From an optimization exercise on the open Yosys and OpenROAD flow, aimed at small area, a short achievable clock period and few clock cycles; shortcuts taken in it are not production practice. Function not checked in this run: the RTL went through the layout flow alone. No activity file was given, so power comes from the tool's default toggle rates.

## flow/run.sh

```bash
#!/bin/bash
# synth_recipe.tcl (not shown) runs the flow's synth.tcl, then flattens the netlist and writes it again
# the make line also repeats each setting of config.mk as NAME=value (left out here)
make -C /OpenROAD-flow-scripts/flow DESIGN_CONFIG=/design/flow/config.mk WORK_HOME=/design/flow/orfs CLKGATE_MAP_FILE= SYNTH_SCRIPT=/design/flow/synth_recipe.tcl finish
```

## flow/design.v

```verilog
module hid_keyval (
    input  wire [7:0] code,
    input  wire       shift,
    output reg  [7:0] val
);
    reg [7:0] keymap;
    always @(*) begin
        case (code)
            8'h04: keymap = shift ? 8'h41 : 8'h61;
            8'h05: keymap = shift ? 8'h42 : 8'h62;
            8'h06: keymap = shift ? 8'h43 : 8'h63;
            8'h07: keymap = shift ? 8'h44 : 8'h64;
            8'h08: keymap = shift ? 8'h45 : 8'h65;
            8'h09: keymap = shift ? 8'h46 : 8'h66;
            8'h0A: keymap = shift ? 8'h47 : 8'h67;
            8'h0B: keymap = shift ? 8'h48 : 8'h68;
            8'h0C: keymap = shift ? 8'h49 : 8'h69;
            8'h0D: keymap = shift ? 8'h4A : 8'h6A;
            8'h0E: keymap = shift ? 8'h4B : 8'h6B;
            8'h0F: keymap = shift ? 8'h4C : 8'h6C;
            8'h10: keymap = shift ? 8'h4D : 8'h6D;
            8'h11: keymap = shift ? 8'h4E : 8'h6E;
            8'h12: keymap = shift ? 8'h4F : 8'h6F;
            8'h13: keymap = shift ? 8'h50 : 8'h70;
            8'h14: keymap = shift ? 8'h51 : 8'h71;
            8'h15: keymap = shift ? 8'h52 : 8'h72;
            8'h16: keymap = shift ? 8'h53 : 8'h73;
            8'h17: keymap = shift ? 8'h54 : 8'h74;
            8'h18: keymap = shift ? 8'h55 : 8'h75;
            8'h19: keymap = shift ? 8'h56 : 8'h76;
            8'h1A: keymap = shift ? 8'h57 : 8'h77;
            8'h1B: keymap = shift ? 8'h58 : 8'h78;
            8'h1C: keymap = shift ? 8'h59 : 8'h79;
            8'h1D: keymap = shift ? 8'h5A : 8'h7A;
            8'h1E: keymap = shift ? 8'h21 : 8'h31;
            8'h1F: keymap = shift ? 8'h40 : 8'h32;
            8'h20: keymap = shift ? 8'h23 : 8'h33;
            8'h21: keymap = shift ? 8'h24 : 8'h34;
            8'h22: keymap = shift ? 8'h25 : 8'h35;
            8'h23: keymap = shift ? 8'h5E : 8'h36;
            8'h24: keymap = shift ? 8'h26 : 8'h37;
            8'h25: keymap = shift ? 8'h2A : 8'h38;
            8'h26: keymap = shift ? 8'h28 : 8'h39;
            8'h27: keymap = shift ? 8'h29 : 8'h30;
            8'h28: keymap = shift ? 8'h0D : 8'h0D;
            8'h2C: keymap = shift ? 8'h20 : 8'h20;
            8'h2D: keymap = shift ? 8'h5F : 8'h2D;
            8'h2E: keymap = shift ? 8'h2B : 8'h3D;
            8'h2F: keymap = shift ? 8'h7B : 8'h5B;
            8'h30: keymap = shift ? 8'h7D : 8'h5D;
            8'h31: keymap = shift ? 8'h7C : 8'h5C;
            8'h32: keymap = shift ? 8'h7E : 8'h23;
            8'h33: keymap = shift ? 8'h3A : 8'h3B;
            8'h34: keymap = shift ? 8'h22 : 8'h27;
            8'h35: keymap = shift ? 8'h7E : 8'h60;
            8'h36: keymap = shift ? 8'h3C : 8'h2C;
            8'h37: keymap = shift ? 8'h3E : 8'h2E;
            8'h38: keymap = shift ? 8'h3F : 8'h2F;
            default: keymap = 8'h00;
        endcase
    end
    always @(*) begin
        case (code)
            8'h2B:   val = shift ? 8'h0B : 8'h09;   
            8'h4F:   val = 8'h13;                   
            8'h50:   val = 8'h14;                   
            8'h51:   val = 8'h12;                   
            8'h52:   val = 8'h11;                   
            8'h28:   val = 8'h0D;                   
            8'h4C:   val = 8'h7F;                   
            8'h4A:   val = 8'h02;                   
            8'h4D:   val = 8'h03;                   
            default: val = keymap;                  
        endcase
    end
endmodule
module hid_rx (
    input  wire        clk,
    input  wire        rst,
    input  wire        in_valid,
    output wire        in_ready,
    input  wire [1:0]  in_class,      
    input  wire [7:0]  in_len,
    input  wire [63:0] in_data,       
    input  wire        hs_we,
    input  wire [2:0]  hs_id,
    input  wire        hs_en,
    output reg         res_valid,
    output reg  [7:0]  res_code,
    output reg  [47:0] res_data,
    output reg         ev_valid,
    input  wire        ev_ready,
    output reg  [2:0]  ev_id,
    output reg         ev_t,
    output reg         ev_deliver,
    output reg  [7:0]  kbd_lastkey,
    output reg         kbd_pressed,
    output reg  [15:0] ptr_x,
    output reg  [15:0] ptr_y,
    output reg         ptr_primary,
    output reg  [9:0]  btn_prev,
    output reg  [2:0]  drop_flags     
);
    localparam [1:0] CLS_NONE = 2'd0, CLS_KBD = 2'd1, CLS_PTR = 2'd2, CLS_GEN = 2'd3;
    localparam [7:0] R_OK    = 8'h00;
    localparam [7:0] D_SHORT = 8'h10;
    localparam [7:0] D_STATE = 8'h11;
    localparam [7:0] D_KEY   = 8'h15;
    localparam integer QD = 3;
    localparam integer QW = (QD > 2) ? 2 : 1;
    reg         rdy;
    assign in_ready = rdy;
    wire accept = in_valid & rdy;
    reg         r_v;
    reg  [1:0]  r_cls;
    reg         r_short;
    reg         r_b0;        
    reg         r_shift;
    reg  [55:0] r_d;         
    reg         r_hwe;
    reg  [2:0]  r_hid;
    reg         r_hen;
    wire in_short = (in_class == CLS_KBD) ? (in_len[7:3] == 5'd0) :
                    (in_class == CLS_PTR) ? ((in_len[7:2] == 6'd0) && (in_len[1:0] != 2'd3)) :
                                            (in_len[7:2] == 6'd0);
    always @(posedge clk) begin
        r_cls   <= in_class;
        r_short <= in_short;
        r_b0    <= in_data[0];
        r_shift <= in_data[1] | in_data[5];
        r_d     <= in_data[63:8];
        r_hid   <= hs_id;
        r_hen   <= hs_en;
        if (rst) begin
            r_v   <= 1'b0;
            r_hwe <= 1'b0;
        end else begin
            r_v   <= accept;
            r_hwe <= hs_we;
        end
    end
    wire [7:0] b1 = r_d[7:0];
    wire [7:0] b2 = r_d[15:8];
    wire [7:0] b3 = r_d[23:16];
    wire [7:0] kcode [0:5];
    wire [7:0] kval  [0:5];
    genvar k;
    generate
        for (k = 0; k < 6; k = k + 1) begin : g_key
            assign kcode[k] = r_d[8*(k+1) +: 8];
            hid_keyval u_kv (.code(kcode[k]), .shift(r_shift), .val(kval[k]));
        end
    endgenerate
    reg [7:0] kbd_last_n;
    reg       kbd_any;
    reg       kbd_unrec;
    integer j;
    always @(*) begin
        kbd_last_n = kbd_lastkey;
        kbd_any    = 1'b0;
        kbd_unrec  = 1'b0;
        for (j = 0; j < 6; j = j + 1) begin
            if (kval[j] != 8'd0) begin
                kbd_last_n = kval[j];
                kbd_any    = 1'b1;
            end else if (kcode[j] != 8'd0) begin
                kbd_unrec  = 1'b1;
            end
        end
    end
    wire [15:0] dx = {{8{b1[7]}}, b1};
    wire [15:0] dy = {{8{b2[7]}}, b2};
    wire [9:0] gbits   = {b3[7], b3[4], b3[5], b3[6], b2[5:0]};
    wire [7:0] changed = gbits[7:0] ^ btn_prev[7:0];
    wire is_kbd = r_v && (r_cls == CLS_KBD) && !r_short;
    wire is_ptr = r_v && (r_cls == CLS_PTR) && !r_short;
    wire is_gen = r_v && (r_cls == CLS_GEN) && !r_short;
    wire push   = is_gen && (changed != 8'd0);
    reg  [7:0]    handlers;
    reg  [7:0]    q_mask [0:QD-1];
    reg  [7:0]    q_dlv  [0:QD-1];
    reg  [QW-1:0] q_head;
    reg  [QW-1:0] q_tail;
    reg  [2:0]    q_cnt;
    reg  [7:0]    ev_btn;
    wire [7:0] h_mask = q_mask[q_head];
    wire [7:0] h_dlv  = q_dlv[q_head];
    wire [7:0] h_low  = h_mask & (~h_mask + 8'd1);
    reg  [2:0] h_id;
    integer i;
    always @(*) begin
        h_id = 3'd0;
        for (i = 7; i >= 0; i = i - 1)
            if (h_mask[i]) h_id = i[2:0];
    end
    wire load = !ev_valid || ev_ready;
    wire emit = load && (q_cnt != 3'd0);
    wire pop  = emit && ((h_mask & ~h_low) == 8'd0);
    wire [2:0] cnt_n = q_cnt + {2'd0, push} - {2'd0, pop};
    wire [7:0] in_bits  = {in_data[28], in_data[29], in_data[30], in_data[21:16]};
    wire [7:0] in_prev  = is_gen ? gbits[7:0] : btn_prev[7:0];
    wire       in_push  = accept && (in_class == CLS_GEN) && (in_len[7:2] != 6'd0) &&
                          (in_bits != in_prev);
    wire [2:0] need  = cnt_n + {2'd0, in_push};
    function [QW-1:0] inc;
        input [QW-1:0] p;
        inc = (p == QD - 1) ? {QW{1'b0}} : p + 1'b1;
    endfunction
    always @(posedge clk) begin
        if (rst) begin
            q_head     <= {QW{1'b0}};
            q_tail     <= {QW{1'b0}};
            q_cnt      <= 3'd0;
            rdy        <= 1'b0;
            ev_btn     <= 8'd0;
            ev_valid   <= 1'b0;
            ev_id      <= 3'd0;
            ev_t       <= 1'b0;
            ev_deliver <= 1'b0;
        end else begin
            q_cnt <= cnt_n;
            rdy   <= (need < QD);
            if (push) q_tail <= inc(q_tail);
            if (pop)  q_head <= inc(q_head);
            if (load) ev_valid <= (q_cnt != 3'd0);
            if (emit) begin
                ev_id        <= h_id;
                ev_t         <= ~ev_btn[h_id];
                ev_deliver   <= h_dlv[h_id];
                ev_btn[h_id] <= ~ev_btn[h_id];
            end
        end
    end
    integer e;
    always @(posedge clk) begin
        for (e = 0; e < QD; e = e + 1) begin
            if (e == q_tail && q_cnt != QD) begin
                q_mask[e] <= changed;
                q_dlv[e]  <= handlers;
            end else if (e == q_head && emit) begin
                q_mask[e] <= q_mask[e] & ~h_low;
            end
        end
    end
    always @(posedge clk) begin
        res_code <= !r_v                  ? R_OK :
                    (r_cls == CLS_NONE)   ? D_STATE :
                    r_short               ? D_SHORT :
                    (is_kbd && kbd_unrec) ? D_KEY : R_OK;
        res_data <= is_kbd ? {kval[5], kval[4], kval[3], kval[2], kval[1], kval[0]} :
                    is_ptr ? {15'd0, r_b0, dy, dx} :
                    is_gen ? {38'd0, gbits} : 48'd0;
    end
    always @(posedge clk) begin
        if (rst) begin
            handlers    <= 8'd0;
            res_valid   <= 1'b0;
            kbd_lastkey <= 8'd0;
            kbd_pressed <= 1'b0;
            ptr_x       <= 16'd0;
            ptr_y       <= 16'd0;
            ptr_primary <= 1'b0;
            btn_prev    <= 10'd0;
            drop_flags  <= 3'd0;
        end else begin
            if (r_hwe)
                handlers[r_hid] <= r_hen;
            res_valid <= r_v;
            if (r_v && r_cls == CLS_NONE)
                drop_flags[1] <= 1'b1;
            if (r_v && r_cls != CLS_NONE && r_short)
                drop_flags[0] <= 1'b1;
            if (is_kbd) begin
                kbd_lastkey <= kbd_last_n;
                if (kcode[0] == 8'd0)
                    kbd_pressed <= 1'b0;
                else if (kbd_any)
                    kbd_pressed <= 1'b1;
                if (kbd_unrec)
                    drop_flags[2] <= 1'b1;
            end
            if (is_ptr) begin
                ptr_x       <= ptr_x + dx;
                ptr_y       <= ptr_y + dy;
                ptr_primary <= r_b0;
            end
            if (is_gen)
                btn_prev <= gbits;
        end
    end
endmodule
```

## flow/config.mk

```make
export PLATFORM = sky130hd
export DESIGN_NAME = hid_rx
export DESIGN_NICKNAME = hid_rx
export VERILOG_FILES = /design/flow/design.v
export SDC_FILE = /design/flow/constraint.sdc
export NUM_CORES = 4
export LEC_CHECK = 0
export CAP_MARGIN = 20
export CORE_MARGIN = 2
export CORE_UTILIZATION = 40
export SETUP_SLACK_MARGIN = 2.3
export SLEW_MARGIN = 20
```

## flow/constraint.sdc

```tcl
create_clock -name core_clock -period 4.5 [get_ports {clk}]
set_input_delay 0.9000 -clock core_clock [delete_from_list [all_inputs] [get_ports {clk}]]
set_output_delay 0.9000 -clock core_clock [all_outputs]
set_load 0.01 [all_outputs]
```

==> impl_metrics.json <==
{
  "cts_root_buf": "clkbuf_16",
  "grt_first_pass_wirelength_mm": 107.0,
  "drive_gt1_share_pct": 29.95,
  "holdPathEnd": "drop_flags[2]",
  "drc": 0,
  "nets": 2779,
  "detail_route.wl_per_cell_um": 22.40,
  "ys_seq_area_share_pct": 30.27,
  "place_area_um2": 20700,
  "rsz0062_at_grt": "yes",
  "io_buffers": 188,
  "rr_worst_depth": 18,
  "status": "timing/DRC/antenna clean",
  "hold_class": "reg -> reg",
  "finalHoldViolCount": 0,
  "grt.met1_usage_pct": 36.89,
  "worst_hold_path.num_cells": 2,
  "grt_pass1_vias": 18900,
  "start_util_pct": 40.60,
  "peakVddDrop_mv": 0.3052,
  "period_share_pct": 74.84,
  "dieArea_um2": 46690,
  "gp_congestion": 0.9835,
  "grt-busiest-layer": "met2",
  "syn_inst": 2288,
  "crit_type": "reg -> reg",
  "fmax_mhz": 296.9,
  "finalWorstSetupSlack_ps": 1132,
  "synth_flop_cell": "dfxtp_1",
  "r2r-end": "rdy",
  "setup_tns_ps": 0,
  "cp_common_cell": "ha_4",
  "grt_max_degree": 70,
  "syn_avg_cell_area_um2": 7.863,
  "path_cells": "inv_6, ha_4, buf_8, nand2_2, o21ai_4, nand4_1, a21oi_2, a21oi_2, o22ai_2, o2111ai_2, inv_2, ha_4, inv_4, ha_4, fa_2, ha_4, xnor2_2, a211oi_2",
  "reg2reg_slack_ps": 1130,
  "clock_latency_ps": 600,
  "grtUsageMet3_pct": 5.081,
  "rows": 77,
  "fin_crit_ps": 3368,
  "ys_types": 100,
  "track_usage_pct": 28.24,
  "crit_path_end_kind": "flip-flop",
  "cts_tree": "done",
  "crit_required_ps": 4940,
  "crit_fanout": 7,
  "cts_buffers": 30,
  "slew_violations": 0,
  "cts.path.max_buffers": 3,
  "synth-seq-cells": 248,
  "fill_cells": 3879,
  "worst_pin_slew_ps": 785.0,
  "drt_first_pass_iters": 6,
  "fin_util_pct": 58.63,
  "drt_iter0_drc": 2332,
  "finalWirelength_mm": 73.08,
  "cap_viol_max_count": 0,
  "startpoint_type": "flip-flop",
  "overflow": 0,
  "setup_viol": 0,
  "synth_edf_count": 48,
  "die_height_um": 216.1,
  "synth_warnings": 6,
  "die-width_um": 216.1,
  "use_met2_pct": 46.45,
  "diodes": 0,
  "power_mw": 6.558,
  "num_vias": 20560,
  "cp_slowest_stage_delay_ps": 470,
  "clock-sinks": 248,
  "num_io_pins": 202,
  "cp_slowest_cell": "fa_2",
  "power_density_nw_per_um2": 252.4,
  "final_antenna_net_count": 0,
  "stdcell_area_um2": 25980,
  "htree_levels": 1,
  "hold_buffers": 0,
  "holdCritStartpoint": "drop_flags[2]",
  "synthToLayoutAreaGrowth_pct": 44.42,
  "clk_pin_slew_ps": 60,
  "dp_hpwl_mm": 45.67,
  "arrival_ps": 3810,
  "core_um2": 44320,
  "maxSlewHeadroom_pct": 47.67,
  "antenna_found_initial": 0,
  "post-place-ws_ps": 421.9,
  "ys_async_sr_fraction_pct": 0,
  "via_per_inst": 6.301,
  "leakagePower_nw": 10.22,
  "synth_area_um2": 17990,
  "r2r_start": "q_head[1]",
  "skew_ps": 14.51
}
-- metal layers --
metal	share of wire (%)	vias to the layer above
li1	-	9308
met1	40	9836
met2	47	1164
met3	8.6	252
met4	4.1	0
met5	0	-
-- report_power, final --
group | leakage, nW | total (mW) | switching (mW) | internal, mW
combinational | 7.57 | 1.54 | 0.832 | 0.712
clock | 0.510 | 2.58 | 1.02 | 1.57
sequential | 2.14 | 2.43 | 0.117 | 2.31
total | 10.2 | 6.56 | 1.96 | 4.59
-- sequential cells by signal (all words and copies together) (netlist names), 3 cells and up --
name	cells
ptr_x	16
ev_btn	8
q_cnt	3
kbd_lastkey	7
q_dlv	24
btn_prev	10
drop_flags	3
r_hid	3
res_data	45
q_mask	24
ptr_y	16
r_d	56
ev_id	3
res_code	3
handlers	8
-- final cells by class --
cell class	count	area, µm²	area share [%]
multi-input combinational	1771	13220	50.89
tap	592	740.7	2.851
inverter	58	239.0	0.9198
clock buffer	39	815.8	3.140
sequential	248	5652	21.75
clock inverter	16	239.0	0.9198
timing repair buffer	539	5075	19.53
-- worst max-delay path: cells and delay by family, from the launching register on --
kind            cells  cell delay (ps)
fa+ha+maj           5             1290
simple gates        2              280
buf+inv             4              360
flops               1              390
xor+xnor            1              160
compound gates      6              720
-- logic make-up after synthesis --
kind of cell / share of synthesized area (%)
simple gates: 28.35
compound gates: 25.78
buf+inv: 7.066
flops: 30.27
xor+xnor: 2.872
fa+ha+maj: 3.630
mux: 2.017
other cells: 0.02084
-- cells in the final DEF, fill, tap and decap left out, types with 19 or more instances in the layout --
cell             instances
a21oi_1                128
a22oi_1                 28
a31oi_1                 24
and3_1                  21
buf_12                  19
buf_4                  254
buf_6                   57
clkbuf_16               36
clkdlybuf4s50_1         76
dfxtp_1                133
dfxtp_4                 49
dlygate4sd2_1           94
edfxtp_1                48
ha_1                    33
inv_1                   49
mux2i_1                 31
nand2_1                213
nand2b_1                38
nand3_1                 77
nand3b_1                19
nand4_1                 30
nor2_1                 156
nor2b_1                 35
nor3_1                  54
nor3b_1                 21
o211ai_1                34
o21ai_0                 82
o21ai_1                 25
o22ai_1                 49
xnor2_1                 32
xor2_1                  22
-- per-stage QoR --
stage               cells  hold WS, ps
floorplan            2295        419.9
CTS                  3148        455.2
detailed placement   2939        439.9
global route         3263        474.9
global placement     2939        443.5
finish               3263        466.8
-- repair_timing --
action                                  4_1_cts  5_1_grt
endpoints found under the setup margin      245      136
cloned                                        7        9
pin swaps                                    61       89
resized for setup                           448      190
buffers inserted                            147      106
-- Yosys cell counts, drive strengths merged (45+ instances only) --
cell | instances | area [µm²]
nor2 | 180 | 675.7
inv | 58 | 217.7
nand2 | 228 | 855.8
o21ai | 118 | 590.6
edfxtp | 48 | 1441
nand3 | 82 | 410.4
dfxtp | 200 | 4004
buf | 92 | 569.3
clkbuf | 129 | 484.2
nor2b | 47 | 301.5
ha | 45 | 563.0
o22ai | 54 | 337.8
nor3 | 75 | 385.4
a21oi | 142 | 710.7
-- worst max path at each step --
stage	cells past startpoint	endpoint	from	slack [ps]
after floorplan	19	rdy	q_head[0]	1260
after global placement	12	kbd_lastkey[5]	r_d[40]	480
after detailed placement	12	kbd_lastkey[5]	r_d[40]	420
after CTS	18	rdy	q_head[1]	1230
after global routing	18	rdy	q_head[0]	1030
final	18	rdy	q_head[1]	1130

afterwards: timing with drivers on the ports:
Ports are ideal in the flow. The routed layout listed here was re-timed in OpenROAD. Step 1: set_driving_cell puts a clkbuf_16 on clk and a buf_2 on each other input, an assumption about the parent block. Step 2 moves the port delays by t, midway between the first and last clock arrival at a register: inputs arrive t later, outputs are due t later. That takes back most of the time a late clock gives input paths. Slacks: ideal / step 1 / step 2; pairs: ideal / step 1.
t, ns: 0.649
setup WS [ns]: 1.132 / 1.132 / 0.974
worst slew at a driven data input, ns: 0.07
After both steps setup and hold are still met in this run. For this run, drivers alone change the setup slack by 0.000 ns; drivers and shift together by -0.158 ns.
